Background: an optimization exercise with open tools, aiming at small area, a short achievable clock period and few clock cycles. Do not read the settings as production practice.
In this exercise RTL edits were held to simulation tests only and were not proved equivalent to the original.
Power and IR drop assume default switching activity.

`design/flow/design.v`:
```
module eadogm_sin_rom (
    input  wire [6:0] index,
    output reg  [6:0] data
);
    always @(*) begin
        case (index)
            7'd0: data = 7'd0;
            7'd1: data = 7'd2;
            7'd2: data = 7'd3;
            7'd3: data = 7'd5;
            7'd4: data = 7'd6;
            7'd5: data = 7'd8;
            7'd6: data = 7'd9;
            7'd7: data = 7'd11;
            7'd8: data = 7'd12;
            7'd9: data = 7'd14;
            7'd10: data = 7'd16;
            7'd11: data = 7'd17;
            7'd12: data = 7'd19;
            7'd13: data = 7'd20;
            7'd14: data = 7'd22;
            7'd15: data = 7'd23;
            7'd16: data = 7'd24;
            7'd17: data = 7'd26;
            7'd18: data = 7'd27;
            7'd19: data = 7'd29;
            7'd20: data = 7'd30;
            7'd21: data = 7'd32;
            7'd22: data = 7'd33;
            7'd23: data = 7'd34;
            7'd24: data = 7'd36;
            7'd25: data = 7'd37;
            7'd26: data = 7'd38;
            7'd27: data = 7'd39;
            7'd28: data = 7'd41;
            7'd29: data = 7'd42;
            7'd30: data = 7'd43;
            7'd31: data = 7'd44;
            7'd32: data = 7'd45;
            7'd33: data = 7'd46;
            7'd34: data = 7'd47;
            7'd35: data = 7'd48;
            7'd36: data = 7'd49;
            7'd37: data = 7'd50;
            7'd38: data = 7'd51;
            7'd39: data = 7'd52;
            7'd40: data = 7'd53;
            7'd41: data = 7'd54;
            7'd42: data = 7'd55;
            7'd43: data = 7'd56;
            7'd44: data = 7'd56;
            7'd45: data = 7'd57;
            7'd46: data = 7'd58;
            7'd47: data = 7'd59;
            7'd48: data = 7'd59;
            7'd49: data = 7'd60;
            7'd50: data = 7'd60;
            7'd51: data = 7'd61;
            7'd52: data = 7'd61;
            7'd53: data = 7'd62;
            7'd54: data = 7'd62;
            7'd55: data = 7'd62;
            7'd56: data = 7'd63;
            7'd57: data = 7'd63;
            7'd58: data = 7'd63;
            7'd59: data = 7'd64;
            7'd60: data = 7'd64;
            7'd61: data = 7'd64;
            7'd62: data = 7'd64;
            7'd63: data = 7'd64;
            7'd64: data = 7'd64;
            7'd65: data = 7'd64;
            7'd66: data = 7'd64;
            7'd67: data = 7'd64;
            7'd68: data = 7'd64;
            7'd69: data = 7'd64;
            7'd70: data = 7'd63;
            7'd71: data = 7'd63;
            7'd72: data = 7'd63;
            7'd73: data = 7'd62;
            7'd74: data = 7'd62;
            7'd75: data = 7'd62;
            7'd76: data = 7'd61;
            7'd77: data = 7'd61;
            7'd78: data = 7'd60;
            7'd79: data = 7'd60;
            7'd80: data = 7'd59;
            7'd81: data = 7'd59;
            7'd82: data = 7'd58;
            7'd83: data = 7'd57;
            7'd84: data = 7'd56;
            7'd85: data = 7'd56;
            7'd86: data = 7'd55;
            7'd87: data = 7'd54;
            7'd88: data = 7'd53;
            7'd89: data = 7'd52;
            7'd90: data = 7'd51;
            7'd91: data = 7'd50;
            7'd92: data = 7'd49;
            7'd93: data = 7'd48;
            7'd94: data = 7'd47;
            7'd95: data = 7'd46;
            7'd96: data = 7'd45;
            7'd97: data = 7'd44;
            7'd98: data = 7'd43;
            7'd99: data = 7'd42;
            7'd100: data = 7'd41;
            7'd101: data = 7'd39;
            7'd102: data = 7'd38;
            7'd103: data = 7'd37;
            7'd104: data = 7'd36;
            7'd105: data = 7'd34;
            7'd106: data = 7'd33;
            7'd107: data = 7'd32;
            7'd108: data = 7'd30;
            7'd109: data = 7'd29;
            7'd110: data = 7'd27;
            7'd111: data = 7'd26;
            7'd112: data = 7'd24;
            7'd113: data = 7'd23;
            7'd114: data = 7'd22;
            7'd115: data = 7'd20;
            7'd116: data = 7'd19;
            7'd117: data = 7'd17;
            7'd118: data = 7'd16;
            7'd119: data = 7'd14;
            7'd120: data = 7'd12;
            7'd121: data = 7'd11;
            7'd122: data = 7'd9;
            7'd123: data = 7'd8;
            7'd124: data = 7'd6;
            7'd125: data = 7'd5;
            7'd126: data = 7'd3;
            7'd127: data = 7'd2;
            default: data = 7'd0;
        endcase
    end
endmodule
module eadogm_glyph_rom (
    input  wire [6:0]  index,
    output reg  [34:0] data
);
    always @(*) begin
        case (index)
            7'd0: data[20:0] = 21'h0;
            7'd1: data[20:0] = 21'h17C000;
            7'd2: data[20:0] = 21'h380;
            7'd3: data[20:0] = 21'h53F94;
            7'd4: data[20:0] = 21'h1FD524;
            7'd5: data[20:0] = 21'h209A3;
            7'd6: data[20:0] = 21'h1564B6;
            7'd7: data[20:0] = 21'hC280;
            7'd8: data[20:0] = 21'h88E00;
            7'd9: data[20:0] = 21'h8A080;
            7'd10: data[20:0] = 21'h71508;
            7'd11: data[20:0] = 21'hF8408;
            7'd12: data[20:0] = 21'hC2800;
            7'd13: data[20:0] = 21'h20408;
            7'd14: data[20:0] = 21'h183000;
            7'd15: data[20:0] = 21'h20820;
            7'd16: data[20:0] = 21'h1268BE;
            7'd17: data[20:0] = 21'h1FE100;
            7'd18: data[20:0] = 21'h1470C2;
            7'd19: data[20:0] = 21'h1160A1;
            7'd20: data[20:0] = 21'h48A18;
            7'd21: data[20:0] = 21'h1162A7;
            7'd22: data[20:0] = 21'h12653C;
            7'd23: data[20:0] = 21'h27881;
            7'd24: data[20:0] = 21'h1264B6;
            7'd25: data[20:0] = 21'h126486;
            7'd26: data[20:0] = 21'hD9B00;
            7'd27: data[20:0] = 21'hDAB00;
            7'd28: data[20:0] = 21'h50400;
            7'd29: data[20:0] = 21'h50A14;
            7'd30: data[20:0] = 21'h51141;
            7'd31: data[20:0] = 21'h144082;
            7'd96: data[20:0] = 21'h1E64B2;
            7'd97: data[20:0] = 21'h448FE;
            7'd98: data[20:0] = 21'h1264FF;
            7'd99: data[20:0] = 21'h1060BE;
            7'd100: data[20:0] = 21'h1060FF;
            7'd101: data[20:0] = 21'h1264FF;
            7'd102: data[20:0] = 21'h244FF;
            7'd103: data[20:0] = 21'h1060BE;
            7'd104: data[20:0] = 21'h2047F;
            7'd105: data[20:0] = 21'h1FE080;
            7'd106: data[20:0] = 21'h106020;
            7'd107: data[20:0] = 21'h5047F;
            7'd108: data[20:0] = 21'h10207F;
            7'd109: data[20:0] = 21'h1017F;
            7'd110: data[20:0] = 21'h2027F;
            7'd111: data[20:0] = 21'h1060BE;
            7'd112: data[20:0] = 21'h244FF;
            7'd113: data[20:0] = 21'h1460BE;
            7'd114: data[20:0] = 21'h644FF;
            7'd115: data[20:0] = 21'h1264C6;
            7'd116: data[20:0] = 21'h1FC081;
            7'd117: data[20:0] = 21'h10203F;
            7'd118: data[20:0] = 21'h10101F;
            7'd119: data[20:0] = 21'h6107F;
            7'd120: data[20:0] = 21'h20A63;
            7'd121: data[20:0] = 21'h1E0203;
            7'd122: data[20:0] = 21'h1268E1;
            7'd123: data[20:0] = 21'h1FC000;
            7'd124: data[20:0] = 21'h20202;
            7'd125: data[20:0] = 21'h1FE0C1;
            7'd126: data[20:0] = 21'h4104;
            7'd127: data[20:0] = 21'h102040;
            7'd64: data[20:0] = 21'h8080;
            7'd65: data[20:0] = 21'h152A20;
            7'd66: data[20:0] = 21'h11247F;
            7'd67: data[20:0] = 21'h112238;
            7'd68: data[20:0] = 21'h112238;
            7'd69: data[20:0] = 21'h152A38;
            7'd70: data[20:0] = 21'h27F08;
            7'd71: data[20:0] = 21'h150A08;
            7'd72: data[20:0] = 21'h1047F;
            7'd73: data[20:0] = 21'h1F6200;
            7'd74: data[20:0] = 21'h112020;
            7'd75: data[20:0] = 21'h43F80;
            7'd76: data[20:0] = 21'h1FE080;
            7'd77: data[20:0] = 21'h6027C;
            7'd78: data[20:0] = 21'h1047C;
            7'd79: data[20:0] = 21'h112238;
            7'd80: data[20:0] = 21'h50A7C;
            7'd81: data[20:0] = 21'h50A08;
            7'd82: data[20:0] = 21'h1047C;
            7'd83: data[20:0] = 21'h152A48;
            7'd84: data[20:0] = 21'h111F84;
            7'd85: data[20:0] = 21'h10203C;
            7'd86: data[20:0] = 21'h10101C;
            7'd87: data[20:0] = 21'hC203C;
            7'd88: data[20:0] = 21'h41444;
            7'd89: data[20:0] = 21'h14280C;
            7'd90: data[20:0] = 21'h153244;
            7'd91: data[20:0] = 21'hD8400;
            7'd92: data[20:0] = 21'h1FC000;
            7'd93: data[20:0] = 21'hDA080;
            7'd94: data[20:0] = 21'hA8408;
            7'd95: data[20:0] = 21'hA8E08;
            default: data[20:0] = 21'h0;
        endcase
    end
    always @(*) begin
        case (index)
            7'd0: data[34:21] = 14'h0;
            7'd1: data[34:21] = 14'h0;
            7'd2: data[34:21] = 14'h7;
            7'd3: data[34:21] = 14'hA7F;
            7'd4: data[34:21] = 14'h92A;
            7'd5: data[34:21] = 14'h3164;
            7'd6: data[34:21] = 14'h2822;
            7'd7: data[34:21] = 14'h0;
            7'd8: data[34:21] = 14'h41;
            7'd9: data[34:21] = 14'h1C;
            7'd10: data[34:21] = 14'h42A;
            7'd11: data[34:21] = 14'h408;
            7'd12: data[34:21] = 14'h0;
            7'd13: data[34:21] = 14'h408;
            7'd14: data[34:21] = 14'h0;
            7'd15: data[34:21] = 14'h104;
            7'd16: data[34:21] = 14'h1F45;
            7'd17: data[34:21] = 14'h40;
            7'd18: data[34:21] = 14'h2349;
            7'd19: data[34:21] = 14'h18CB;
            7'd20: data[34:21] = 14'h87F;
            7'd21: data[34:21] = 14'h1CC5;
            7'd22: data[34:21] = 14'h1849;
            7'd23: data[34:21] = 14'h185;
            7'd24: data[34:21] = 14'h1B49;
            7'd25: data[34:21] = 14'hF29;
            7'd26: data[34:21] = 14'h0;
            7'd27: data[34:21] = 14'h0;
            7'd28: data[34:21] = 14'h20A2;
            7'd29: data[34:21] = 14'hA14;
            7'd30: data[34:21] = 14'h8;
            7'd31: data[34:21] = 14'h309;
            7'd96: data[34:21] = 14'h1F41;
            7'd97: data[34:21] = 14'h3F11;
            7'd98: data[34:21] = 14'h1B49;
            7'd99: data[34:21] = 14'h1141;
            7'd100: data[34:21] = 14'hE22;
            7'd101: data[34:21] = 14'h20C9;
            7'd102: data[34:21] = 14'h81;
            7'd103: data[34:21] = 14'h1951;
            7'd104: data[34:21] = 14'h3F88;
            7'd105: data[34:21] = 14'h41;
            7'd106: data[34:21] = 14'hBF;
            7'd107: data[34:21] = 14'h20A2;
            7'd108: data[34:21] = 14'h2040;
            7'd109: data[34:21] = 14'h3F82;
            7'd110: data[34:21] = 14'h3F90;
            7'd111: data[34:21] = 14'h1F41;
            7'd112: data[34:21] = 14'h309;
            7'd113: data[34:21] = 14'h2F21;
            7'd114: data[34:21] = 14'h2329;
            7'd115: data[34:21] = 14'h18C9;
            7'd116: data[34:21] = 14'h81;
            7'd117: data[34:21] = 14'h1FC0;
            7'd118: data[34:21] = 14'hFA0;
            7'd119: data[34:21] = 14'h3FA0;
            7'd120: data[34:21] = 14'h3194;
            7'd121: data[34:21] = 14'h184;
            7'd122: data[34:21] = 14'h21C5;
            7'd123: data[34:21] = 14'h20C1;
            7'd124: data[34:21] = 14'h1010;
            7'd125: data[34:21] = 14'h0;
            7'd126: data[34:21] = 14'h202;
            7'd127: data[34:21] = 14'h2040;
            7'd64: data[34:21] = 14'h4;
            7'd65: data[34:21] = 14'h3C54;
            7'd66: data[34:21] = 14'h1C44;
            7'd67: data[34:21] = 14'h1044;
            7'd68: data[34:21] = 14'h3FC8;
            7'd69: data[34:21] = 14'hC54;
            7'd70: data[34:21] = 14'h101;
            7'd71: data[34:21] = 14'h1E54;
            7'd72: data[34:21] = 14'h3C04;
            7'd73: data[34:21] = 14'h40;
            7'd74: data[34:21] = 14'h3D;
            7'd75: data[34:21] = 14'h2228;
            7'd76: data[34:21] = 14'h40;
            7'd77: data[34:21] = 14'h3C04;
            7'd78: data[34:21] = 14'h3C04;
            7'd79: data[34:21] = 14'h1C44;
            7'd80: data[34:21] = 14'h414;
            7'd81: data[34:21] = 14'h3E18;
            7'd82: data[34:21] = 14'h404;
            7'd83: data[34:21] = 14'h1054;
            7'd84: data[34:21] = 14'h1040;
            7'd85: data[34:21] = 14'h3E20;
            7'd86: data[34:21] = 14'hE20;
            7'd87: data[34:21] = 14'h1E40;
            7'd88: data[34:21] = 14'h2228;
            7'd89: data[34:21] = 14'h1E50;
            7'd90: data[34:21] = 14'h224C;
            7'd91: data[34:21] = 14'h41;
            7'd92: data[34:21] = 14'h0;
            7'd93: data[34:21] = 14'h8;
            7'd94: data[34:21] = 14'h41C;
            7'd95: data[34:21] = 14'h408;
            default: data[34:21] = 14'h0;
        endcase
    end
endmodule
module eadogm_core (
    input  wire        clk,
    input  wire        rst,
    input  wire        cmd_valid,
    output wire        cmd_ready,
    input  wire [63:0] cmd_word,
    output wire [2:0]  err,
    output wire [3:0]  cur_page,
    output wire [6:0]  cur_col,
    output wire [7:0]  ret,
    output reg         mem_en,
    output reg         mem_we,
    output reg  [9:0]  mem_addr,
    output reg  [7:0]  mem_wdata,
    input  wire [7:0]  mem_rdata
);
    localparam [7:0] MODE_SET   = 8'h73;
    localparam [7:0] MODE_CLEAR = 8'h63;
    localparam [3:0] S_IDLE  = 4'd0;
    localparam [3:0] S_SEG   = 4'd1;
    localparam [3:0] S_WALK  = 4'd2;
    localparam [3:0] S_MUL1  = 4'd3;
    localparam [3:0] S_DIV   = 4'd4;
    localparam [3:0] S_PRIME = 4'd5;
    localparam [3:0] S_TEXT  = 4'd6;
    localparam [3:0] S_LF    = 4'd7;
    localparam [3:0] S_DRAIN = 4'd8;
    localparam [3:0] S_MUL2  = 4'd9;
    localparam [3:0] S_STEPS = 4'd10;
    localparam [3:0] S_DRS   = 4'd11;
    localparam [3:0] S_DEC   = 4'd12;
    function [12:0] rca;
        input [11:0] x;
        input [11:0] y;
        input        ci;
        integer i;
        reg c;
        begin
            c = ci;
            for (i = 0; i < 12; i = i + 1) begin
                rca[i] = x[i] ^ y[i] ^ c;
                c = (x[i] & y[i]) | (c & (x[i] ^ y[i]));
            end
            rca[12] = c;
        end
    endfunction
    function [6:0] inc7;
        input [6:0] x;
        reg [12:0] s;
        begin s = rca({5'd0, x}, 12'd0, 1'b1); inc7 = s[6:0]; end
    endfunction
    function [6:0] dec7;
        input [6:0] x;
        reg [12:0] s;
        begin s = rca({5'd0, x}, {5'd0, 7'h7F}, 1'b0); dec7 = s[6:0]; end
    endfunction
    function ge8;
        input [7:0] x;
        input [7:0] y;
        reg [12:0] s;
        begin s = rca({4'd0, x}, {4'd0, ~y}, 1'b1); ge8 = s[8]; end
    endfunction
    reg [3:0]  state;
    reg [3:0]  state_n;        
    reg        ready_q;        
    reg [2:0]  err_q;
    reg [3:0]  page_q;
    reg [6:0]  col_q;
    reg [7:0]  ret_q;
    assign cmd_ready = ready_q;
    assign err       = err_q;
    assign cur_page  = page_q;
    assign cur_col   = col_q;
    assign ret       = ret_q;
    wire [7:0] w_op = cmd_word[7:0];
    wire [7:0] b0   = cmd_word[15:8];
    wire [7:0] b1   = cmd_word[23:16];
    wire [7:0] b2   = cmd_word[31:24];
    wire [7:0] b3   = cmd_word[39:32];
    wire [7:0] b4   = cmd_word[47:40];
    wire [7:0] b5   = cmd_word[55:48];
    wire [7:0] b6   = cmd_word[63:56];
    wire op_pix    = (w_op == 8'h01);
    wire op_point  = (w_op == 8'h02);
    wire op_hline  = (w_op == 8'h03);
    wire op_vline  = (w_op == 8'h04);
    wire op_line   = (w_op == 8'h05);
    wire op_rect   = (w_op == 8'h06);
    wire op_arc    = (w_op == 8'h07);
    wire op_putc   = (w_op == 8'h08);
    wire op_setpg  = (w_op == 8'h09);
    wire op_setcol = (w_op == 8'h0A);
    wire op_putcat = (w_op == 8'h0B);
    wire op_draw   = op_pix | op_point | op_hline | op_vline | op_line | op_rect | op_arc;
    wire [3:0] op4 = w_op[3:0];
    reg [7:0] w_t, w_m;
    always @(*) begin
        case (op4)
            4'h2:        begin w_t = b2;   w_m = b3; end
            4'h3, 4'h4:  begin w_t = b3;   w_m = b4; end
            4'h5, 4'h6:  begin w_t = b4;   w_m = b5; end
            4'h7:        begin w_t = b5;   w_m = b6; end
            default:     begin w_t = 8'd0; w_m = b2; end
        endcase
    end
    wire w_tbad = (w_t[7:1] != 7'd0);
    wire w_mset = (w_m == MODE_SET);
    wire w_mbad = !w_mset && (w_m != MODE_CLEAR);
    reg [7:0] w_x1, w_y1, w_x2, w_y2;
    always @(*) begin
        case (op4)
            4'h3:    begin w_x1 = b0; w_y1 = b2; w_x2 = b1; w_y2 = b2; end    
            4'h4:    begin w_x1 = b0; w_y1 = b1; w_x2 = b0; w_y2 = b2; end    
            4'h5:    begin w_x1 = b0; w_y1 = b1; w_x2 = b2; w_y2 = b3; end    
            4'h6:    begin w_x1 = b0; w_y1 = b1; w_x2 = b2; w_y2 = b1; end    
            default: begin w_x1 = b1; w_y1 = b0; w_x2 = b1; w_y2 = b0; end    
        endcase
    end
    reg [7:0] a0, a1, a2, a3;
    reg       is_rect, is_arc;
    reg       thick;
    reg       mset;            
    reg [1:0] side;            
    reg       seg_pend;        
    reg       p2_valid;        
    reg [7:0] sx1, sx2;
    reg [6:0] sy1, sy2;
    reg              prev_ok;               
    wire y1_bad = sy1[6];
    wire x1_bad = sx1[7];
    wire y2_bad = sy2[6];
    wire x2_bad = sx2[7];
    wire [2:0] chk_code = y1_bad ? 3'd1 : x1_bad ? 3'd2 : y2_bad ? 3'd1 : x2_bad ? 3'd2 : 3'd0;
    wire       chk_ok   = !(y1_bad | x1_bad | y2_bad | x2_bad);
    wire [6:0] ux1 = sx1[6:0];
    wire [6:0] uy1 = {1'b0, sy1[5:0]};
    wire [6:0] ux2 = sx2[6:0];
    wire [6:0] uy2 = {1'b0, sy2[5:0]};
    wire [7:0] ddx  = {1'b0, ux2} - {1'b0, ux1};
    wire [7:0] ddy  = {1'b0, uy2} - {1'b0, uy1};
    wire [6:0] ndx  = ux1 - ux2;
    wire [6:0] ndy  = uy1 - uy2;
    reg  [6:0] adx, ady;
    reg        xneg, yneg2;                    
    reg        pre_ok;
    wire [7:0] dxy  = {1'b0, adx} - {1'b0, ady};
    wire [6:0] dyx  = ady - adx;
    wire       setup_steep = dxy[7];           
    wire [6:0] minx = xneg  ? ux2 : ux1;
    wire [6:0] maxx = xneg  ? ux1 : ux2;
    wire [6:0] miny = yneg2 ? uy2 : uy1;
    wire [6:0] maxy = yneg2 ? uy1 : uy2;
    wire [6:0] sbn  = xneg  ? uy2 : uy1;       
    wire [6:0] sbs  = yneg2 ? ux2 : ux1;       
    wire       setup_swap = setup_steep ? yneg2 : xneg;
    wire       s_yneg = xneg ^ yneg2;
    wire [6:0] sa1  = setup_steep ? miny : minx;
    wire [6:0] sa2  = setup_steep ? maxy : maxx;
    wire [6:0] sb1  = setup_steep ? sbs : sbn;
    wire [6:0] sdy  = setup_steep ? adx : ady;
    wire [6:0] sdxy = setup_steep ? dyx : dxy[6:0];    
    wire       seg_same   = (ux1 == ux2) && (uy1 == uy2);
    wire       setup_vert = (ux1 == ux2) && (uy1 != uy2);
    wire       s_skipf = is_arc & prev_ok & !setup_swap;
    wire       s_skipl = is_arc & prev_ok & setup_swap;
    wire signed [8:0] e1n  = $signed({3'b000, adx[6:1]}) - $signed({2'b00, ady});
    wire signed [8:0] e1s  = $signed({3'b000, ady[6:1]}) - $signed({2'b00, adx});
    wire signed [8:0] e1np = $signed({3'b000, adx[6:1]}) + $signed({1'b0, dxy});
    wire signed [8:0] e1sp = $signed({3'b000, ady[6:1]}) + $signed({2'b00, dyx});
    wire       e1n_neg = e1n[8];
    wire       e1s_neg = e1s[8];
    wire [6:0] wyn1 = e1n_neg ? (s_yneg ? dec7(sbn) : inc7(sbn)) : sbn;
    wire [6:0] wys1 = e1s_neg ? (s_yneg ? dec7(sbs) : inc7(sbs)) : sbs;
    wire signed [8:0] s_e0 = setup_steep ? {3'b000, ady[6:1]} : {3'b000, adx[6:1]};
    wire signed [8:0] s_e1 = setup_steep ? (e1s_neg ? e1sp : e1s) : (e1n_neg ? e1np : e1n);
    wire [6:0] s_wy1  = setup_steep ? wys1 : wyn1;
    wire [6:0] s_wx1  = setup_steep ? inc7(miny) : inc7(minx);
    wire [6:0] s_wxe1 = setup_steep ? dec7(maxy) : dec7(maxx);
    wire seg_avail = is_arc ? p2_valid : seg_pend;
    reg  [7:0] nx;                  
    reg  [6:0] ny;
    reg        p3_valid;
    reg  [7:0] qx;                  
    reg  [6:0] qy;
    reg        p4_valid;
    reg [7:0] rx1, ry1, rx2, ry2;
    always @(*) begin
        case (side)
            2'd0:    begin rx1 = a0; ry1 = a3; rx2 = a2; ry2 = a3; end    
            2'd1:    begin rx1 = a0; ry1 = a1; rx2 = a0; ry2 = a3; end    
            default: begin rx1 = a2; ry1 = a1; rx2 = a2; ry2 = a3; end    
        endcase
    end
    reg [6:0]        wx, wxe, wy, wdy, wdxy;
    reg signed [8:0] werr;
    reg              steep, vert, yneg, wfirst;
    reg [4:0]        wdone;
    wire [6:0] prow = steep ? wx : wy;
    wire [6:0] pcol = steep ? wy : wx;
    wire [2:0] pg   = prow[5:3];
    wire       page_last = (wxe[5:3] == wx[5:3]);
    wire       is_last = vert ? page_last : (wx == wxe);
    wire [7:0] bit_r = 8'd1 << prow[2:0];
    wire [7:0] run_m = (8'hFF << wx[2:0]) & (8'hFF >> (page_last ? ~wxe[2:0] : 3'd0));
    wire [7:0] row_m = vert ? run_m : bit_r;
    wire [6:0] rowm = dec7(prow);
    wire [6:0] rowp = inc7(wxe);             
    wire [6:0] colm = dec7(pcol);
    wire [6:0] colp = inc7(pcol);
    reg [4:0] wvec;
    always @(*) begin
        wvec[0] = 1'b1;
        wvec[1] = thick & (steep ? (pcol != 7'd0)   : ((prow[2:0] == 3'd0) && (prow != 7'd0)));
        wvec[2] = thick & (steep ? (pcol != 7'd127) : ((prow[2:0] == 3'd7) && (prow != 7'd63)));
        wvec[3] = thick & wfirst  & (steep ? (prow != 7'd0)  : (pcol != 7'd0));
        wvec[4] = thick & is_last & (steep ? (wxe != 7'd63) : (pcol != 7'd127));
    end
    wire [4:0] wpend = wvec & ~wdone;
    wire [4:0] wsel  = wpend & (~wpend + 5'd1);
    wire [4:0] wmore = wpend & ~wsel;
    reg [9:0] w_addr;
    reg [7:0] w_mask;
    always @(*) begin
        w_addr = {pg, pcol};
        w_mask = (thick & !steep) ? (bit_r | {bit_r[6:0], 1'b0} | {1'b0, bit_r[7:1]}) : row_m;
        if (wsel[1]) begin
            if (steep) begin w_addr = {pg, colm}; w_mask = row_m; end
            else       begin w_addr = {rowm[5:3], pcol}; w_mask = 8'h80; end
        end
        if (wsel[2]) begin
            if (steep) begin w_addr = {pg, colp}; w_mask = row_m; end
            else       begin w_addr = {pg + 3'd1, pcol}; w_mask = 8'h01; end
        end
        if (wsel[3]) begin
            if (steep) begin w_addr = {rowm[5:3], pcol}; w_mask = 8'd1 << rowm[2:0]; end
            else       begin w_addr = {pg, colm}; w_mask = bit_r; end
        end
        if (wsel[4]) begin
            if (steep) begin w_addr = {rowp[5:3], pcol}; w_mask = 8'd1 << rowp[2:0]; end
            else       begin w_addr = {pg, colp}; w_mask = bit_r; end
        end
    end
    wire [8:0]  err_sub_s = werr - {2'b00, wdy};
    wire [8:0]  err_add_s = werr + {2'b00, wdxy};
    wire        err_neg   = err_sub_s[8];
    wire [6:0]  wx_inc    = inc7(wx);
    wire [6:0]  wy_step   = yneg ? dec7(wy) : inc7(wy);
    reg [8:0]  dw;             
    reg [16:0] acc;            
    reg [11:0] stp;            
    reg [8:0]  dq;             
    reg [9:0]  dr;             
    reg [3:0]  cnt;
    reg [8:0]  aq;             
    reg [9:0]  arem;           
    reg        adv_ok;         
    reg        fin;            
    reg [2:0]  sp;             
    reg [6:0]  mag_q;
    reg        neg_q;
    wire [14:0] prod_q = acc[14:0];
    wire        negp_q = acc[15];
    wire [7:0]  w_d8 = b4 - b3;
    wire [8:0]  w_dw = {w_d8 == 8'd0, w_d8};
    wire [8:0]  mul1_b = (cnt == 4'd2) ? (dw[6] ? {1'b0, a2} : 9'd0) : (dw[7] ? {a2, 1'b0} : 9'd0);
    wire [10:0] mul1_s = acc[16:6] + {2'd0, mul1_b};
    reg  [9:0]  d201;
    always @(*) begin
        case (acc[1:0])
            2'd0:    d201 = 10'd0;
            2'd1:    d201 = 10'd201;
            2'd2:    d201 = 10'd402;
            default: d201 = 10'd603;
        endcase
    end
    wire [9:0]  mul2_s = {2'd0, stp[11:4]} + d201;
    wire [9:0]  steps  = stp[9:0];
    wire [10:0] div_t  = {dr, dw[4'd8 - cnt]};
    wire [11:0] div_s  = {1'b0, div_t} - {2'b00, steps};
    wire        div_ge = !div_s[11];
    wire [12:0] drs_s  = rca({2'd0, dr}, ~{2'd0, steps}, 1'b1);
    wire [11:0] arem_a = {2'd0, arem} + {2'd0, dr};
    wire [11:0] arem_b = {2'd0, arem} + stp;              
    wire        arem_ge = !arem_b[11];
    wire [8:0]  aq_dq  = aq + dq;
    wire [8:0]  aq_dq1 = aq + dq + 9'd1;
    wire [7:0]  ang_dq  = a3 + dq[7:0];
    wire [7:0]  ang_dq1 = a3 + dq[7:0] + 8'd1;
    wire [8:0]  aq_nx  = arem_ge ? aq_dq1 : aq_dq;
    wire [7:0]  ang_nx = arem_ge ? ang_dq1 : ang_dq;
    wire [6:0] sin_idx = sp[0] ? {~a3[6], a3[5:0]} : a3[6:0];
    wire [6:0] sin_mag;
    eadogm_sin_rom u_sin_rom (.index(sin_idx), .data(sin_mag));
    wire       cos_neg = a3[7] ^ a3[6];
    wire [13:0] prod6 = a2 * mag_q[5:0];
    wire [14:0] prod  = mag_q[6] ? {1'b0, a2, 6'd0} : {1'b0, prod6};
    wire [9:0]  pt    = {1'b0, prod_q[14:6]};
    wire [7:0]  ccent = (sp == 3'd3) ? a0 : a1;
    wire [9:0]  smp_v = {2'd0, ccent} + (negp_q ? ~pt : pt) + {9'd0, negp_q & (prod_q[5:0] == 6'd0)};
    wire [7:0]  smp_x = {smp_v[9] | (smp_v[8:7] != 2'd0), smp_v[6:0]};
    wire [6:0]  smp_y = {smp_v[9] | (smp_v[8:6] != 3'd0), smp_v[5:0]};
    wire [6:0] tcode  = wdxy;         
    wire [6:0] tg     = tcode ^ 7'h20;    
    wire [2:0] tpage  = wy[2:0];
    wire [6:0] tcol   = wx;
    wire [2:0] tshift = wxe[2:0];
    wire [2:0] tk     = wdy[2:0];
    wire       tspill = wfirst;
    wire [34:0] glyph_word;
    eadogm_glyph_rom u_glyph_rom (.index(tg), .data(glyph_word));
    reg  [6:0]  glyph_byte;
    always @(*) begin
        case (tk)
            3'd0:    glyph_byte = glyph_word[6:0];
            3'd1:    glyph_byte = glyph_word[13:7];
            3'd2:    glyph_byte = glyph_word[20:14];
            3'd3:    glyph_byte = glyph_word[27:21];
            default: glyph_byte = glyph_word[34:28];
        endcase
    end
    wire [14:0] gshift = {8'd0, glyph_byte} << tshift;
    wire [7:0]  t_mask = tspill ? {1'b0, gshift[14:8]} : gshift[7:0];
    wire [12:0] tcol_s = rca({5'd0, tcol}, {9'd0, tk}, 1'b0);
    wire [9:0]  t_addr = {tspill ? (tpage + 3'd1) : tpage, tcol_s[6:0]};
    wire [3:0] norm_page  = (page_q == 4'd8) ? 4'd0 : page_q;
    wire       col_wrap   = (col_q > 7'd121);
    wire [3:0] wrap_page  = col_wrap ? (norm_page + 4'd1) : norm_page;
    wire [3:0] glyph_page = (wrap_page == 4'd8) ? 4'd0 : wrap_page;
    wire [6:0] glyph_col  = col_wrap ? 7'd0 : col_q;
    wire [12:0] gcol6_s   = rca({5'd0, glyph_col}, 12'd6, 1'b0);
    reg        d_putc, d_setpg, d_setcol, d_putcat, d_draw;
    reg        tbad_q, mbad_q;
    wire       d_arc = is_arc;
    wire char0_bad = (a0[7:5] == 3'd0) || a0[7];
    wire char2_bad = (a2[7:5] == 3'd0) || a2[7];
    wire is_lf      = (a0 == 8'h0A);
    wire putc_glyph = d_putc && !is_lf && !char0_bad;
    wire setpg_ok   = d_setpg && (a0[7:3] == 5'd0);
    wire setcol_ok  = d_setcol && !ge8(a0, 8'd121);
    wire putcat_ok  = d_putcat && !ge8(a0, 8'd57) && !ge8(a1, 8'd121) && !char2_bad;
    wire draw_ok    = d_draw && !tbad_q && !mbad_q;
    reg  [2:0] dec_err;
    always @(*) begin
        dec_err = 3'd0;
        if (d_draw) dec_err = tbad_q ? 3'd5 : mbad_q ? 3'd4 : 3'd0;
        if (d_putc && !is_lf && char0_bad) dec_err = 3'd6;
        if (d_setpg && !setpg_ok) dec_err = 3'd3;
        if (d_setcol && !setcol_ok) dec_err = 3'd2;
        if (d_putcat) dec_err = ge8(a0, 8'd57) ? 3'd1 : ge8(a1, 8'd121) ? 3'd2 : char2_bad ? 3'd6 : 3'd0;
        if (!(d_draw | d_putc | d_setpg | d_setcol | d_putcat)) dec_err = 3'd7;
    end
    reg        ib_valid;
    reg [9:0]  ib_addr;
    reg [7:0]  ib_mask;
    reg [3:0]  cv, crd;
    reg [9:0]  ca0, ca1, ca2, ca3;
    reg [7:0]  cm0, cm1, cm2, cm3;
    reg [1:0]  head, rp, tail;
    reg [2:0]  count;
    reg        rd_p1, rd_p2;    
    wire [9:0] ca_head = (head == 2'd0) ? ca0 : (head == 2'd1) ? ca1 : (head == 2'd2) ? ca2 : ca3;
    wire [7:0] cm_head = (head == 2'd0) ? cm0 : (head == 2'd1) ? cm1 : (head == 2'd2) ? cm2 : cm3;
    wire [9:0] ca_rp   = (rp == 2'd0) ? ca0 : (rp == 2'd1) ? ca1 : (rp == 2'd2) ? ca2 : ca3;
    wire [3:0] head_oh = 4'd1 << head;
    wire [3:0] rp_oh   = 4'd1 << rp;
    wire [3:0] tail_oh = 4'd1 << tail;
    wire       retire_rd = rd_p2;
    wire [7:0] newdata   = mset ? (mem_rdata | cm_head) : (mem_rdata & ~cm_head);
    wire       wr_need   = retire_rd && (|(cm_head & (mset ? ~mem_rdata : mem_rdata)));
    wire       dwrite    = !rd_p2 && (rp == head) && (|(head_oh & cv & ~crd)) &&
                           (|(head_oh & {&cm3, &cm2, &cm1, &cm0}));
    wire       retire    = retire_rd | dwrite;
    wire       ib_zero   = (ib_mask == 8'd0);
    wire [3:0] hit_vec   = cv & ~(retire_rd ? head_oh : 4'd0) &
                           {ca3 == ib_addr, ca2 == ib_addr, ca1 == ib_addr, ca0 == ib_addr};
    wire       hit       = |hit_vec;
    wire       ib_take   = ib_valid && (ib_zero || hit || (count != 3'd4));
    wire       alloc     = ib_valid && !ib_zero && !hit && (count != 3'd4);
    wire       buf_free  = !ib_valid || (count != 3'd4);
    wire       rp_ready  = |(rp_oh & cv & ~crd);
    wire       slot_free = !dwrite && (state != S_LF);
    wire       rd_pre    = slot_free && rp_ready;
    wire       byp_pre   = slot_free && alloc && (rp == tail);
    wire       do_read   = rd_pre && !wr_need;
    wire       byp_read  = byp_pre && !wr_need;
    wire       alt_en    = (state == S_LF) || dwrite || rd_pre || byp_pre;
    wire       alt_we    = (state == S_LF) || dwrite;
    wire [9:0] alt_addr  = (state == S_LF) ? {tpage, tcol} : dwrite ? ca_head : rd_pre ? ca_rp : ib_addr;
    wire [7:0] alt_wdata = {8{mset && (state != S_LF)}};
    wire [2:0] count_nx  = count + {2'd0, alloc} - {2'd0, retire};
    reg        g_emit;
    reg [9:0]  g_addr;
    reg [7:0]  g_mask;
    always @(*) begin
        g_emit = 1'b0;
        g_addr = w_addr;
        g_mask = w_mask;
        if (state == S_WALK) begin
            g_emit = 1'b1;
        end else if (state == S_TEXT) begin
            g_emit = 1'b1;
            g_addr = t_addr;
            g_mask = t_mask;
        end
    end
    wire g_go = !g_emit || buf_free;    
    wire walk_end = (state == S_WALK) && buf_free && (wmore == 5'd0) && is_last;
    wire seg_go   = ((state == S_SEG) || walk_end) && seg_avail && pre_ok;
    wire p2_consume = (seg_go && is_arc) || ((state == S_PRIME) && p2_valid);
    wire p3_take    = p3_valid && (!p2_valid || p2_consume);
    wire p4_take    = p4_valid && !p3_valid;                  
    wire q_busy     = p3_valid || p4_valid;
    wire sxy_wr     = (ready_q && cmd_valid) || seg_go ||
                      ((state == S_PRIME) && p2_valid) || p3_take;
    wire seg_draw = chk_ok && !(is_arc && prev_ok && seg_same);
    always @(posedge clk) begin
        if (rst) begin
            cv       <= 4'd0;
            crd      <= 4'd0;
            head     <= 2'd0;
            rp       <= 2'd0;
            tail     <= 2'd0;
            count    <= 3'd0;
            rd_p1    <= 1'b0;
            rd_p2    <= 1'b0;
            ib_valid <= 1'b0;
            mem_en   <= 1'b0;
            mem_we   <= 1'b0;
        end else begin
            rd_p1 <= do_read | byp_read;
            rd_p2 <= rd_p1;
            count <= count_nx;
            mem_en    <= wr_need | alt_en;
            mem_we    <= wr_need | alt_we;
            mem_addr  <= wr_need ? ca_head : alt_addr;
            mem_wdata <= wr_need ? newdata : alt_wdata;
            if (hit_vec[0] && ib_valid && !ib_zero) cm0 <= cm0 | ib_mask;
            if (hit_vec[1] && ib_valid && !ib_zero) cm1 <= cm1 | ib_mask;
            if (hit_vec[2] && ib_valid && !ib_zero) cm2 <= cm2 | ib_mask;
            if (hit_vec[3] && ib_valid && !ib_zero) cm3 <= cm3 | ib_mask;
            if (alloc) begin
                case (tail)
                    2'd0: begin ca0 <= ib_addr; cm0 <= ib_mask; end
                    2'd1: begin ca1 <= ib_addr; cm1 <= ib_mask; end
                    2'd2: begin ca2 <= ib_addr; cm2 <= ib_mask; end
                    default: begin ca3 <= ib_addr; cm3 <= ib_mask; end
                endcase
                tail <= tail + 2'd1;
            end
            if (do_read | byp_read | dwrite) rp <= rp + 2'd1;
            if (retire) head <= head + 2'd1;
            cv  <= (cv & ~(retire ? head_oh : 4'd0)) | (alloc ? tail_oh : 4'd0);
            crd <= (crd & ~(retire ? head_oh : 4'd0) & ~(alloc ? tail_oh : 4'd0)) |
                   (do_read ? rp_oh : 4'd0) | (byp_read ? tail_oh : 4'd0);
            if (g_emit && buf_free) begin
                ib_valid <= 1'b1;
                ib_addr  <= g_addr;
                ib_mask  <= g_mask;
            end else if (ib_take) begin
                ib_valid <= 1'b0;
            end
        end
    end
    always @(posedge clk) begin
        if (rst) begin
            state    <= S_IDLE;
            ready_q  <= 1'b1;
            err_q    <= 3'd0;
            page_q   <= 4'd0;
            col_q    <= 7'd0;
            ret_q    <= 8'd0;
            sp       <= 3'd0;
            p2_valid <= 1'b0;
            p3_valid <= 1'b0;
            p4_valid <= 1'b0;
            seg_pend <= 1'b0;
            pre_ok   <= 1'b0;
        end else begin
            state_n = state;
            adx    <= ddx[7] ? ndx : ddx[6:0];
            ady    <= ddy[7] ? ndy : ddy[6:0];
            xneg   <= ddx[7];
            yneg2  <= ddy[7];
            pre_ok <= !sxy_wr;
            if (p3_take) begin
                sx2      <= nx;
                sy2      <= ny;
                p2_valid <= 1'b1;
            end else if (p2_consume) begin
                p2_valid <= 1'b0;
            end
            if (p4_take) begin
                nx       <= qx;
                ny       <= qy;
                p3_valid <= 1'b1;
                p4_valid <= 1'b0;
            end else if (p3_take) begin
                p3_valid <= 1'b0;
            end
            if (sp == 3'd1) begin
                mag_q <= sin_mag;
                neg_q <= cos_neg;
                sp    <= 3'd2;
            end else if (sp == 3'd2) begin
                if (adv_ok) begin
                    acc[15:0] <= {neg_q, prod};
                    mag_q <= sin_mag;
                    neg_q <= a3[7];
                    aq    <= aq_nx;
                    a3    <= ang_nx;
                    arem  <= arem_ge ? arem_b[9:0] : arem_a[9:0];
                    fin   <= (aq == dw);
                    sp    <= 3'd3;
                end
            end else if (sp == 3'd3) begin
                if (!p4_valid || !p3_valid) begin    
                    qx    <= smp_x;
                    acc[15:0] <= {neg_q, prod};
                    mag_q <= sin_mag;
                    neg_q <= cos_neg;
                    sp    <= 3'd4;
                end
            end else if (sp == 3'd4) begin
                qy       <= smp_y;
                p4_valid <= 1'b1;
                acc[15:0] <= {neg_q, prod};
                mag_q    <= sin_mag;
                neg_q    <= a3[7];
                aq       <= aq_nx;
                a3       <= ang_nx;
                arem     <= arem_ge ? arem_b[9:0] : arem_a[9:0];
                fin      <= (aq == dw);
                sp       <= fin ? 3'd0 : 3'd3;
            end
            if (seg_go) begin
                if (is_arc) begin
                    sx1      <= sx2;
                    sy1      <= sy2;
                    prev_ok  <= chk_ok;
                end else if (is_rect && side != 2'd3) begin
                    side <= side + 2'd1;
                    sx1 <= rx1; sy1 <= {ry1[7:6] != 2'd0, ry1[5:0]};
                    sx2 <= rx2; sy2 <= {ry2[7:6] != 2'd0, ry2[5:0]};
                end else begin
                    seg_pend <= 1'b0;
                end
                if (!chk_ok && err_q == 3'd0) err_q <= chk_code;
                steep <= setup_steep;
                vert  <= setup_vert;
                wxe   <= s_skipl ? s_wxe1 : sa2;
                wdy   <= sdy;
                wdxy  <= sdxy;
                yneg  <= s_yneg;
                wdone <= 5'd0;
                if (s_skipf) begin
                    wfirst <= 1'b0;
                    wx     <= s_wx1;
                    wy     <= s_wy1;
                    werr   <= s_e1;
                end else begin
                    wfirst <= 1'b1;
                    wx     <= sa1;
                    wy     <= sb1;
                    werr   <= s_e0;
                end
            end
            case (state)
                S_IDLE: begin
                    if (cmd_valid) begin
                        a0 <= b0; a1 <= b1; a2 <= b2; a3 <= b3;
                        d_putc   <= op_putc;
                        d_setpg  <= op_setpg;
                        d_setcol <= op_setcol;
                        d_putcat <= op_putcat;
                        d_draw   <= op_draw;
                        tbad_q   <= w_tbad;
                        mbad_q   <= w_mbad;
                        is_rect  <= op_rect;
                        is_arc   <= op_arc;
                        thick    <= w_t[0];
                        mset     <= w_mset | !op_draw;
                        side     <= 2'd0;
                        prev_ok  <= 1'b0;
                        seg_pend <= 1'b1;
                        dw       <= w_dw;
                        sx1 <= w_x1; sy1 <= {w_y1[7:6] != 2'd0, w_y1[5:0]};
                        sx2 <= w_x2; sy2 <= {w_y2[7:6] != 2'd0, w_y2[5:0]};
                        state_n = S_DEC;
                    end
                end
                S_DEC: begin
                    acc    <= 17'd0;
                    cnt    <= 4'd0;
                    aq     <= 9'd0;
                    arem   <= 10'd0;
                    adv_ok <= 1'b0;
                    wdxy   <= d_putc ? a0[6:0] : a2[6:0];
                    wdy    <= 7'd0;
                    wfirst <= 1'b0;
                    wxe    <= {4'd0, d_putc ? 3'd0 : a0[2:0]};
                    wy     <= {4'd0, !d_putc ? a0[5:3] : is_lf ? norm_page[2:0] : glyph_page[2:0]};
                    wx     <= !d_putc ? a1[6:0] : is_lf ? col_q : glyph_col;
                    err_q  <= dec_err;
                    sp     <= 3'd0;
                    if (d_putc)                 ret_q  <= a0;
                    if (putc_glyph | setpg_ok)  page_q <= d_putc ? glyph_page : a0[3:0];
                    if (putc_glyph | setcol_ok) col_q  <= d_putc ? gcol6_s[6:0] : a0[6:0];
                    if (draw_ok)                     state_n = d_arc ? S_MUL1 : S_SEG;
                    else if (d_putc && is_lf)        state_n = S_LF;
                    else if (putc_glyph | putcat_ok) state_n = S_TEXT;
                    else                             state_n = S_IDLE;
                end
                S_MUL1: begin
                    cnt <= cnt + 4'd1;
                    if (cnt == 4'd0) begin
                        mag_q <= {1'b0, dw[5:0]};
                    end else if (cnt == 4'd1) begin
                        acc <= {2'b00, prod};
                    end else if (cnt == 4'd2) begin
                        acc <= {mul1_s[10:0], acc[5:0]};
                    end else begin
                        acc   <= dw[8] ? {1'b0, a2, 8'd0} : {mul1_s[10:0], acc[5:0]};
                        stp   <= 12'd0;
                        cnt   <= 4'd0;
                        sp    <= 3'd1;          
                        state_n = S_MUL2;
                    end
                end
                S_MUL2: begin
                    stp <= {mul2_s[9:2], mul2_s[1:0], stp[3:2]};
                    acc <= {2'b00, acc[16:2]};
                    cnt <= cnt + 4'd1;
                    if (cnt == 4'd8) state_n = S_STEPS;
                end
                S_STEPS: begin
                    if (stp[9:0] == 10'd0) stp <= 12'd1;
                    dr    <= 10'd0;
                    dq    <= 9'd0;
                    cnt   <= 4'd0;
                    state_n = S_DIV;
                end
                S_DIV: begin
                    dr  <= div_ge ? div_s[9:0] : div_t[9:0];
                    dq  <= {dq[7:0], div_ge};
                    cnt <= cnt + 4'd1;
                    if (cnt == 4'd8) state_n = S_DRS;
                end
                S_DRS: begin
                    stp    <= drs_s[11:0];
                    adv_ok <= 1'b1;
                    state_n  = S_PRIME;
                end
                S_PRIME: begin
                    if (p2_valid) begin
                        sx1 <= sx2;
                        sy1 <= sy2;
                        state_n = S_SEG;
                    end
                end
                S_SEG: begin
                    if (seg_avail) begin
                        if (seg_go && seg_draw) state_n = S_WALK;
                    end else if (!is_arc || (sp == 3'd0 && !q_busy)) begin
                        state_n = S_DRAIN;
                    end
                end
                S_WALK: begin
                    if (buf_free) begin
                        if (wmore != 5'd0) begin
                            wdone <= wdone | wsel;
                        end else if (is_last) begin
                            if (!seg_avail && !(is_arc && (sp != 3'd0 || q_busy))) state_n = S_DRAIN;
                            else if (!(seg_go && seg_draw))                        state_n = S_SEG;
                        end else begin
                            wdone  <= 5'd0;
                            wfirst <= 1'b0;
                            if (vert) begin
                                wx <= {wx[6:3] + 4'd1, 3'b000};
                            end else begin
                                wx <= wx_inc;
                                if (err_neg) begin
                                    wy   <= wy_step;
                                    werr <= err_add_s[8:0];
                                end else begin
                                    werr <= err_sub_s[8:0];
                                end
                            end
                        end
                    end
                end
                S_TEXT: begin
                    if (g_go) begin
                        if (!tspill && tshift != 3'd0) begin
                            wfirst <= 1'b1;
                        end else begin
                            wfirst <= 1'b0;
                            wdy    <= {4'd0, tk + 3'd1};
                            if (tk == 3'd4) state_n = S_DRAIN;
                        end
                    end
                end
                S_LF: begin
                    wx <= wx_inc;
                    if (tcol == 7'd127) begin
                        page_q <= {1'b0, tpage} + 4'd1;
                        col_q  <= 7'd0;
                        state_n  = S_DRAIN;
                    end
                end
                S_DRAIN: begin
                    if (!ib_valid && (count == 3'd0)) state_n = S_IDLE;
                end
                default: state_n = S_IDLE;
            endcase
            state   <= state_n;
            ready_q <= (state_n == S_IDLE);
        end
    end
endmodule
```
`design/flow/run.sh`:
```
#!/bin/bash
# synth_recipe.tcl (not shown) runs the flow's synth.tcl, then flattens the netlist and writes it again
# the make line also repeats each setting of config.mk as NAME=value (left out here)
make -C /OpenROAD-flow-scripts/flow DESIGN_CONFIG=/design/flow/config.mk WORK_HOME=/design/flow/orfs CLKGATE_MAP_FILE= SYNTH_SCRIPT=/design/flow/synth_recipe.tcl finish
```
`design/flow/config.mk`:
```
export PLATFORM = sky130hd
export DESIGN_NAME = eadogm_core
export DESIGN_NICKNAME = eadogm_core
export VERILOG_FILES = /design/flow/design.v
export SDC_FILE = /design/flow/constraint.sdc
export NUM_CORES = 4
export LEC_CHECK = 0
export CAP_MARGIN = 60
export CORE_MARGIN = 2
export CORE_UTILIZATION = 40
export PLACE_DENSITY = 0.6
export SLEW_MARGIN = 60
```
`design/flow/constraint.sdc`:
```
create_clock -name core_clock -period 12.0 [get_ports {clk}]
set_input_delay 2.4000 -clock core_clock [delete_from_list [all_inputs] [get_ports {clk}]]
set_output_delay 2.4000 -clock core_clock [all_outputs]
set_load 0.01 [all_outputs]
```
==> run_results.csv, run 1 <==
group,metric,value,unit
status,status,"complete, no violations",
logic_synthesis,synth.largest_area_cell,"edfxtp_1",
final_layout,layout-drive-gt1-share,8.45,%
logic_synthesis,ys_types,109,
floorplanning,io_pins,118,
power_and_ir_drop,sw_frac_of_total,39.5,%
clocking,cts.sinks,430,
final_layout,area_growth_syn_to_layout,11.4,%
logic_synthesis,synth-main-ff-cell,"edfxtp_1",
final_layout,reg_top3,"acc (17), stp (12)",
timing,fin_crit_sh,39.5,%
detailed_routing,antenna_left,0,
placed_design,portBuffers,117,
power_and_ir_drop,switching_power,0.00241,W
worst_hold_path,worst_hold_path_type,"reg2reg",
logic_synthesis,synth_edf_count,373,
power_and_ir_drop,pwr-share-seq,31.5,%
timing,setup_viol,0,
floorplanning,rows,118,
global_route,gr-usage-met2,42.7,%
timing,fin_crit,4.74,ns
floorplanning,start_util,40.4,%
timing,slew_viol_final,0,
detailed_routing,vias_per_cell,6.32,
logic_synthesis,synth_top_area_share,26.7,%
logic_synthesis,netlist_area,41900,sq um
global_route,overflow,0,
power_and_ir_drop,p_leak,17.9,nW
placed_design,gp_congestion,0.988,
final_layout,layout.nets,5352,
logic_synthesis,synth.most_common_cell,"nand2_1",
timing,rsz0062_at_grt,"no",
detailed_routing,routed_wl,155,mm
detailed_routing,first_iter_violations,5078,
power_and_ir_drop,clkPwrFrac,26.5,%
logic_synthesis,synth.ff_latch_count,430,
timing,hold_viol,0,
worst_setup_path,critical_path_class,"reg2reg",
worst_setup_path,critPathMaxFanout,9,
logic_synthesis,synthTopCellsByArea,"edfxtp_1 (27%), ha_1 (9.5%), nand2_1 (4.5%)",
global_route,grtUsageMet1,39.2,%
detailed_routing,drc,0,
clocking,cts-root-buf,"clkbuf_16",
detailed_routing,drt-pass1-iter-count,6,
clocking,htree_levels,2,
global_route,antenna_found_initial,3,
job,cap_violations,0,
worst_setup_path,required,12.35,ns
global_route,grt_max_degree,128,
detailed_routing,route.vias.total,39900,
global_route,grtUsageTotal,27.8,%
clocking,holdBufCountCts,0,
detailed_routing,wire_per_inst,24.5,um
clocking,post_cts_buffers,0,
logic_synthesis,netlist_top_cells_count,"nand2_1 (503), edfxtp_1 (373), nor2_1 (372)",
worst_setup_path,arrival,5.09,ns
logic_synthesis,ys_warn_count,3,
logic_synthesis,yosysSeqAreaShare,29.5,%
final_layout,nFillCells,10300,
power_and_ir_drop,powerDensity,131,nW/um^2
worst_setup_path,crit_path_end_kind,"register",
timing,finClkSkew,0.0192,ns
power_and_ir_drop,ir_worst_vdd,98.4,uV
timing,max_slew_margin,58.2,%
clocking,cts_tree,"yes",
floorplanning,dieArea,107000,sq um
power_and_ir_drop,internal_power,0.00368,W
clocking,cts_buffer_depth,3,
final_layout,max_flop_register,"acc",
floorplanning,fp.dieH,328,um
worst_setup_path,cp-start-kind,"register",
logic_synthesis,synth_area_per_cell,8.46,sq um
logic_synthesis,synth_cells,4951,
clocking,cts.repair.resized,0,
placed_design,hpwl,114,mm
floorplanning,coreArea,104000,sq um
global_route,grt-busiest-layer,"met2",
final_layout,largest_register_ffs,17,
timing,hold_slack,0.413,ns
logic_synthesis,syn_nets,5403,
clocking,clk_pin_slew,0.06,ns
clocking,numCtsBuffers,52,
clocking,insertion_delay,0.64,ns
logic_synthesis,async_flop_share,0,%
timing,worstMarginPinSlew,0.623,ns
global_route,grtUsageMet3,4.57,%
floorplanning,die_w,328,um
timing,fmax,0.211,GHz
global_route,grt_pass1_wl,234,mm
global_route,grt_pass1_vias,37500,
power_and_ir_drop,pwr-share-comb,42.0,%
timing,tns,0,ns
-- cell usage in the layout (no fill, tap or decap), types with 150 or more instances in the layout --
master	instances
xnor2_1	150
edfxtp_1	373
nand2_1	498
o21ai_0	293
a21oi_1	332
mux2i_1	167
inv_1	269
ha_1	312
nor2_1	346
-- cell type report --
type	count	area (sq um)	area share, %
antenna	1	2.50	0.00536
clock buffer	61	1360	2.90
clock inverter	37	357	0.764
inverter	285	1080	2.31
multi-input combinational	3887	27600	59.1
sequential	430	12300	26.5
tap	1380	1730	3.70
timing repair buffer	244	2230	4.78
-- worst max-delay path: stages (launching register included) --
cell	delay [ns]
edfxtp_1	0.57
and2_1	0.27
fa_1	0.53
inv_1	0.05
fa_1	0.48
fa_1	0.50
inv_1	0.05
ha_1	0.29
nor2b_1	0.17
o21ai_0	0.11
a21boi_0	0.25
o21ai_0	0.17
a21oi_1	0.27
a31oi_1	0.14
xnor2_1	0.17
a211oi_1	0.27
o221ai_1	0.15
-- path summary, 6_finish.rpt --
kind,from,to,slack (ns),depth (start not counted)
worst max-delay path,mag_q[0],acc[13],7.26,16
worst max register to register,mag_q[0],acc[13],7.26,16
worst min-delay path,qx[2],nx[2],0.41,0
worst min register to register,qx[2],nx[2],0.41,0
-- through the flow --
step	instance area [sq um]	total power, W	std cells	setup WS (ns)	util, %
after detailed placement	44700	0.00444	6214	6.77	43.2
after global routing	46700	0.00644	6325	6.96	45.0
after global placement	44100	0.00437	6185	6.26	42.5
after floorplan	41900	0.00373	4951	4.82	-
after CTS	46400	0.00606	6312	7.29	44.8
final	46700	0.00610	6325	7.26	45.0
-- metal layers --
metal  up-vias  wire length (um)
met3       380             14100
met4         2              6160
li1      18300                 -
met2      2072             67400
met1     19200             67000
met5         -                13
-- power groups by stage --
stage          clock network (W)  logic (W)  registers, W
6_report                 0.00162    0.00256       0.00192
3_5_place_dp                   0    0.00248       0.00195
4_1_cts                  0.00164    0.00250       0.00192
2_1_floorplan                  0    0.00186       0.00187
3_3_place_gp                   0    0.00241       0.00197
5_1_grt                  0.00169    0.00282       0.00193
-- logic make-up (layout without fill, tap and decap cells) --
kind of cell    Yosys count  count (layout)  synth area share [%]
compound gates         1508            1508                  24.3
xor+xnor                222             222                  4.64
fa+ha+maj               377             377                  12.3
buf+inv                 634             627                  5.94
flops                   430             430                  29.5
mux                     211             211                  5.41
other cells               0               1                     0
simple gates           1569            1569                  17.9
Testbench counts, summed over its fixed seeds: cycles 251,139.
==> inputs of run 2 (changes only) <==
--- a/design/flow/design.v
+++ b/design/flow/design.v
@@ -508,19 +508,19 @@
     wire       setup_vert = (ux1 == ux2) && (uy1 != uy2);
     wire       s_skipf = is_arc & prev_ok & !setup_swap;
     wire       s_skipl = is_arc & prev_ok & setup_swap;
-    wire signed [8:0] e1n  = $signed({3'b000, adx[6:1]}) - $signed({2'b00, ady});
-    wire signed [8:0] e1s  = $signed({3'b000, ady[6:1]}) - $signed({2'b00, adx});
-    wire signed [8:0] e1np = $signed({3'b000, adx[6:1]}) + $signed({1'b0, dxy});
-    wire signed [8:0] e1sp = $signed({3'b000, ady[6:1]}) + $signed({2'b00, dyx});
-    wire       e1n_neg = e1n[8];
-    wire       e1s_neg = e1s[8];
-    wire [6:0] wyn1 = e1n_neg ? (s_yneg ? dec7(sbn) : inc7(sbn)) : sbn;
-    wire [6:0] wys1 = e1s_neg ? (s_yneg ? dec7(sbs) : inc7(sbs)) : sbs;
-    wire signed [8:0] s_e0 = setup_steep ? {3'b000, ady[6:1]} : {3'b000, adx[6:1]};
-    wire signed [8:0] s_e1 = setup_steep ? (e1s_neg ? e1sp : e1s) : (e1n_neg ? e1np : e1n);
+    wire [6:0] sdx    = setup_steep ? ady : adx;
+    wire signed [8:0] s_e0 = {3'b000, sdx[6:1]};
+    wire signed [8:0] e1   = s_e0 - $signed({2'b00, sdy});
+    wire signed [8:0] e1p  = s_e0 + $signed({2'b00, sdxy});
+    wire       e1n_neg = (ady > {1'b0, adx[6:1]});
+    wire       e1s_neg = (adx > {1'b0, ady[6:1]});
+    wire       e1_neg  = setup_steep ? e1s_neg : e1n_neg;
+    wire signed [8:0] s_e1 = e1_neg ? e1p : e1;
+    wire [6:0] wyn1   = e1n_neg ? (s_yneg ? dec7(sbn) : inc7(sbn)) : sbn;
+    wire [6:0] wys1   = e1s_neg ? (s_yneg ? dec7(sbs) : inc7(sbs)) : sbs;
     wire [6:0] s_wy1  = setup_steep ? wys1 : wyn1;
-    wire [6:0] s_wx1  = setup_steep ? inc7(miny) : inc7(minx);
-    wire [6:0] s_wxe1 = setup_steep ? dec7(maxy) : dec7(maxx);
+    wire [6:0] s_wx1  = inc7(sa1);
+    wire [6:0] s_wxe1 = dec7(sa2);
     wire seg_avail = is_arc ? p2_valid : seg_pend;
     reg  [7:0] nx;                  
     reg  [6:0] ny;
@@ -609,16 +609,20 @@
     wire [8:0]  w_dw = {w_d8 == 8'd0, w_d8};
     wire [8:0]  mul1_b = (cnt == 4'd2) ? (dw[6] ? {1'b0, a2} : 9'd0) : (dw[7] ? {a2, 1'b0} : 9'd0);
     wire [10:0] mul1_s = acc[16:6] + {2'd0, mul1_b};
-    reg  [9:0]  d201;
+    reg  [10:0] d201;
     always @(*) begin
-        case (acc[1:0])
-            2'd0:    d201 = 10'd0;
-            2'd1:    d201 = 10'd201;
-            2'd2:    d201 = 10'd402;
-            default: d201 = 10'd603;
+        case (acc[2:0])
+            3'd0:    d201 = 11'd0;
+            3'd1:    d201 = 11'd201;
+            3'd2:    d201 = 11'd402;
+            3'd3:    d201 = 11'd603;
+            3'd4:    d201 = 11'd804;
+            3'd5:    d201 = 11'd1005;
+            3'd6:    d201 = 11'd1206;
+            default: d201 = 11'd1407;
         endcase
     end
-    wire [9:0]  mul2_s = {2'd0, stp[11:4]} + d201;
+    wire [10:0] mul2_s = {3'd0, stp[11:4]} + d201;
     wire [9:0]  steps  = stp[9:0];
     wire [10:0] div_t  = {dr, dw[4'd8 - cnt]};
     wire [11:0] div_s  = {1'b0, div_t} - {2'b00, steps};
@@ -972,10 +976,10 @@
                     end
                 end
                 S_MUL2: begin
-                    stp <= {mul2_s[9:2], mul2_s[1:0], stp[3:2]};
-                    acc <= {2'b00, acc[16:2]};
+                    stp <= {mul2_s[10:3], mul2_s[2:0], stp[3]};
+                    acc <= {3'b000, acc[16:3]};
                     cnt <= cnt + 4'd1;
-                    if (cnt == 4'd8) state_n = S_STEPS;
+                    if (cnt == 4'd5) state_n = S_STEPS;
                 end
                 S_STEPS: begin
                     if (stp[9:0] == 10'd0) stp <= 12'd1;
==> run 2 against run 1 <==
Net effect:
- utilization grew 0.21 points
- sequential power about the same
- global-route usage fell by 0.81 points
- still clean
- highest routed layer is now met4
==> run_results.csv, run 2 <==
group,metric,value,unit
status,status,"complete, no violations",
clocking,numCtsBuffers,53,
detailed_routing,antenna_left,0,
power_and_ir_drop,ir_worst_vdd,99.9,uV
final_layout,num_antenna_cells,0,
timing,worstMarginPinSlew,0.662,ns
timing,setup_viol,0,
timing,tns,0,ns
logic_synthesis,ys_warn_count,3,
placed_design,portBuffers,117,
logic_synthesis,synth-main-ff-cell,"edfxtp_1",
worst_setup_path,critPathMaxFanout,8,
final_layout,utilization,45.2,%
logic_synthesis,synth_edf_count,373,
detailed_routing,wire_per_inst,23.7,um
floorplanning,fp.dieH,323,um
final_layout,reg_top3,"acc (17), stp (12)",
timing,slew_viol_final,0,
worst_setup_path,critical_path_class,"reg2reg",
global_route,grt_max_degree,143,
timing,timing.final.ws_setup,7.10,ns
logic_synthesis,synth.largest_area_cell,"edfxtp_1",
worst_setup_path,arrival,5.26,ns
floorplanning,coreArea,100000,sq um
clocking,clk_pin_slew,0.06,ns
global_route,grtUsageTotal,27.0,%
logic_synthesis,yosysSeqAreaShare,30.4,%
logic_synthesis,netlist_top_cells_count,"nand2_1 (508), edfxtp_1 (373), nor2_1 (367)",
worst_hold_path,worst_hold_path_type,"reg2reg",
floorplanning,io_pins,118,
detailed_routing,vias_per_cell,6.21,
timing,rsz0062_at_grt,"no",
final_layout,largest_register_ffs,17,
worst_setup_path,cpMaxStageDelayCell,"edfxtp_1",
final_layout,nFillCells,9873,
worst_setup_path,slowest_delay,0.56,ns
logic_synthesis,synth_area_per_cell,8.52,sq um
final_layout,max_flop_register,"acc",
clocking,cts.sinks,430,
final_layout,stdcell_area,45400,sq um
timing,hold_viol,0,
logic_synthesis,async_flop_share,0,%
power_and_ir_drop,powerDensity,132,nW/um^2
detailed_routing,drc,0,
logic_synthesis,synthTopCellsByArea,"edfxtp_1 (28%), ha_1 (9.5%), nand2_1 (4.7%)",
clocking,cts.repair.resized,0,
detailed_routing,route.vias.total,38100,
global_route,overflow,0,
timing,fin_crit,4.90,ns
floorplanning,start_util,40.4,%
worst_setup_path,critPathBufInv,2,
final_layout,final_cell_mix,"nand2_1 (506), edfxtp_1 (373), a21oi_1 (352)",
logic_synthesis,synth.ff_latch_count,430,
final_layout,area_growth_syn_to_layout,11.9,%
worst_setup_path,crit_path_end_kind,"register",
final_layout,layout.nets,5168,
global_route,grt_pass1_wl,218,mm
placed_design,place_area,43400,sq um
timing,max_slew_margin,55.8,%
detailed_routing,first_iter_violations,5205,
logic_synthesis,synth_top_area_share,27.6,%
power_and_ir_drop,power,0.00601,W
timing,fin_crit_sh,40.8,%
worst_setup_path,required,12.36,ns
floorplanning,dieArea,104000,sq um
clocking,insertion_delay,0.66,ns
clocking,post_cts_buffers,0,
logic_synthesis,netlist_area,40600,sq um
floorplanning,rows,116,
logic_synthesis,syn_nets,5208,
final_layout,seqCellArea,12300,sq um
placed_design,place_ws,6.55,ns
clocking,cts_buffer_depth,3,
power_and_ir_drop,p_leak,17.5,nW
clocking,holdBufCountCts,0,
logic_synthesis,synth_cells,4769,
worst_setup_path,cpMostUsedCell,"fa_1",
floorplanning,die_w,323,um
timing,finClkSkew,0.0534,ns
timing,fmax,0.204,GHz
placed_design,gp_congestion,0.984,
worst_setup_path,crit_chain,"buf_4 -> nand2_1 -> fa_1 -> fa_1 -> fa_1 -> inv_1 -> ha_1 -> nor2b_1 -> o21ai_0 -> a21boi_0 -> o21ai_0 -> a211oi_1 -> nor3_1 -> a21oi_1 -> or3_1 -> o211ai_1 -> nand2_1",
job,cap_violations,0,
worst_setup_path,cp-start-kind,"register",
placed_design,hpwl,107,mm
final_layout,final_common_cell,"nand2_1",
clocking,htree_levels,2,
final_layout,layout-drive-gt1-share,8.09,%
global_route,grt_pass1_vias,35500,
clocking,cts-root-buf,"clkbuf_16",
logic_synthesis,synth.most_common_cell,"nand2_1",
worst_setup_path,path_delay_family,"adder cells",
logic_synthesis,ys_types,106,
detailed_routing,drt-pass1-iter-count,8,
detailed_routing,routed_wl,145,mm
final_layout,multi_input_area,26400,sq um
global_route,antenna_found_initial,1,
clocking,cts_tree,"yes",
## run 2: changes by cell type after synthesis, moves of 19 or more
cell	before	now
o21ai_0	299	338
a31oi_1	65	36
a211oi_1	88	65
nor3_1	125	103
a21oi_1	338	359
nand3_1	125	106
## run 2: per-stage QoR
stage / instances / hold slack, ns
finish: 6129 / 0.417
global route: 6129 / 0.425
CTS: 6121 / 0.420
detailed placement: 6023 / 0.406
global placement: 6000 / 0.401
floorplan: 4769 / 0.400
## run 2: layout make-up
| class | count | area share, % |
|---|---|---|
| clock buffer | 69 | 3.10 |
| clock inverter | 29 | 0.958 |
| inverter | 277 | 2.31 |
| multi-input combinational | 3738 | 58.1 |
| sequential | 430 | 27.2 |
| tap | 1357 | 3.74 |
| timing repair buffer | 229 | 4.66 |
## run 2: path summary, 6_finish.rpt
check | startpoint | end | slack [ns] | cells after the start
worst max register to register | a2[1] | acc[13] | 7.10 | 17
worst min register to register | qx[2] | nx[2] | 0.42 | 0
worst max-delay path | a2[1] | acc[13] | 7.10 | 17
worst min-delay path | qx[2] | nx[2] | 0.42 | 0
## run 2: where the power goes
part	switching, W	leakage [nW]	internal [W]	total, W
combinational	0.00143	12.7	0.000960	0.00239
sequential	0.000135	3.96	0.00176	0.00190
clock	0.000716	0.889	0.00101	0.00173
total	0.00228	17.5	0.00373	0.00601
## run 2: metal layers
metal | track usage [%] | share of wire [%]
met1 | 37.7 | 43
met2 | 42.3 | 44
met3 | 4.09 | 8.5
met4 | 9.63 | 3.6
met5 | 0 | 0
## run 2: logic make-up after synthesis
| group | share of synthesized area, % |
|---|---|
| AO/OA/AOI/OAI | 23.6 |
| AND/OR/NAND/NOR | 17.2 |
| multiplexers | 6.03 |
| buffers and inverters | 5.73 |
| XOR/XNOR | 4.76 |
| adder cells (fa/ha/maj) | 12.3 |
| flip-flops | 30.4 |
Testbench counts of run 2, summed over its fixed seeds: cycles 249,822.

-- re-timing with driven ports --
No port has a modelled driver above. Below, the same layouts with a new extraction and two added sets of constraints.
Step 1 assumes that a clkbuf_16 drives the clock port and a buf_2 every other input.
Step 2, shift: input delay + t, output delay - t, t = (earliest + latest rising clock arrival at the registers) / 2. This alone moves slack from input paths to output paths.
Three values: ideal ports, drivers, drivers and shift; two values: the first two.
run | shift t [ns] | setup WS [ns] | worst data-port slew with drivers (ns)
run 1 | 0.697 | 7.263 / 7.263 / 6.827 | 0.05
run 2 | 0.705 | 7.101 / 7.101 / 6.621 | 0.05
After both steps every run listed still meets setup and hold. For run 2, which loses most, drivers alone change the setup slack by 0.000 ns; drivers and shift together by -0.480 ns.
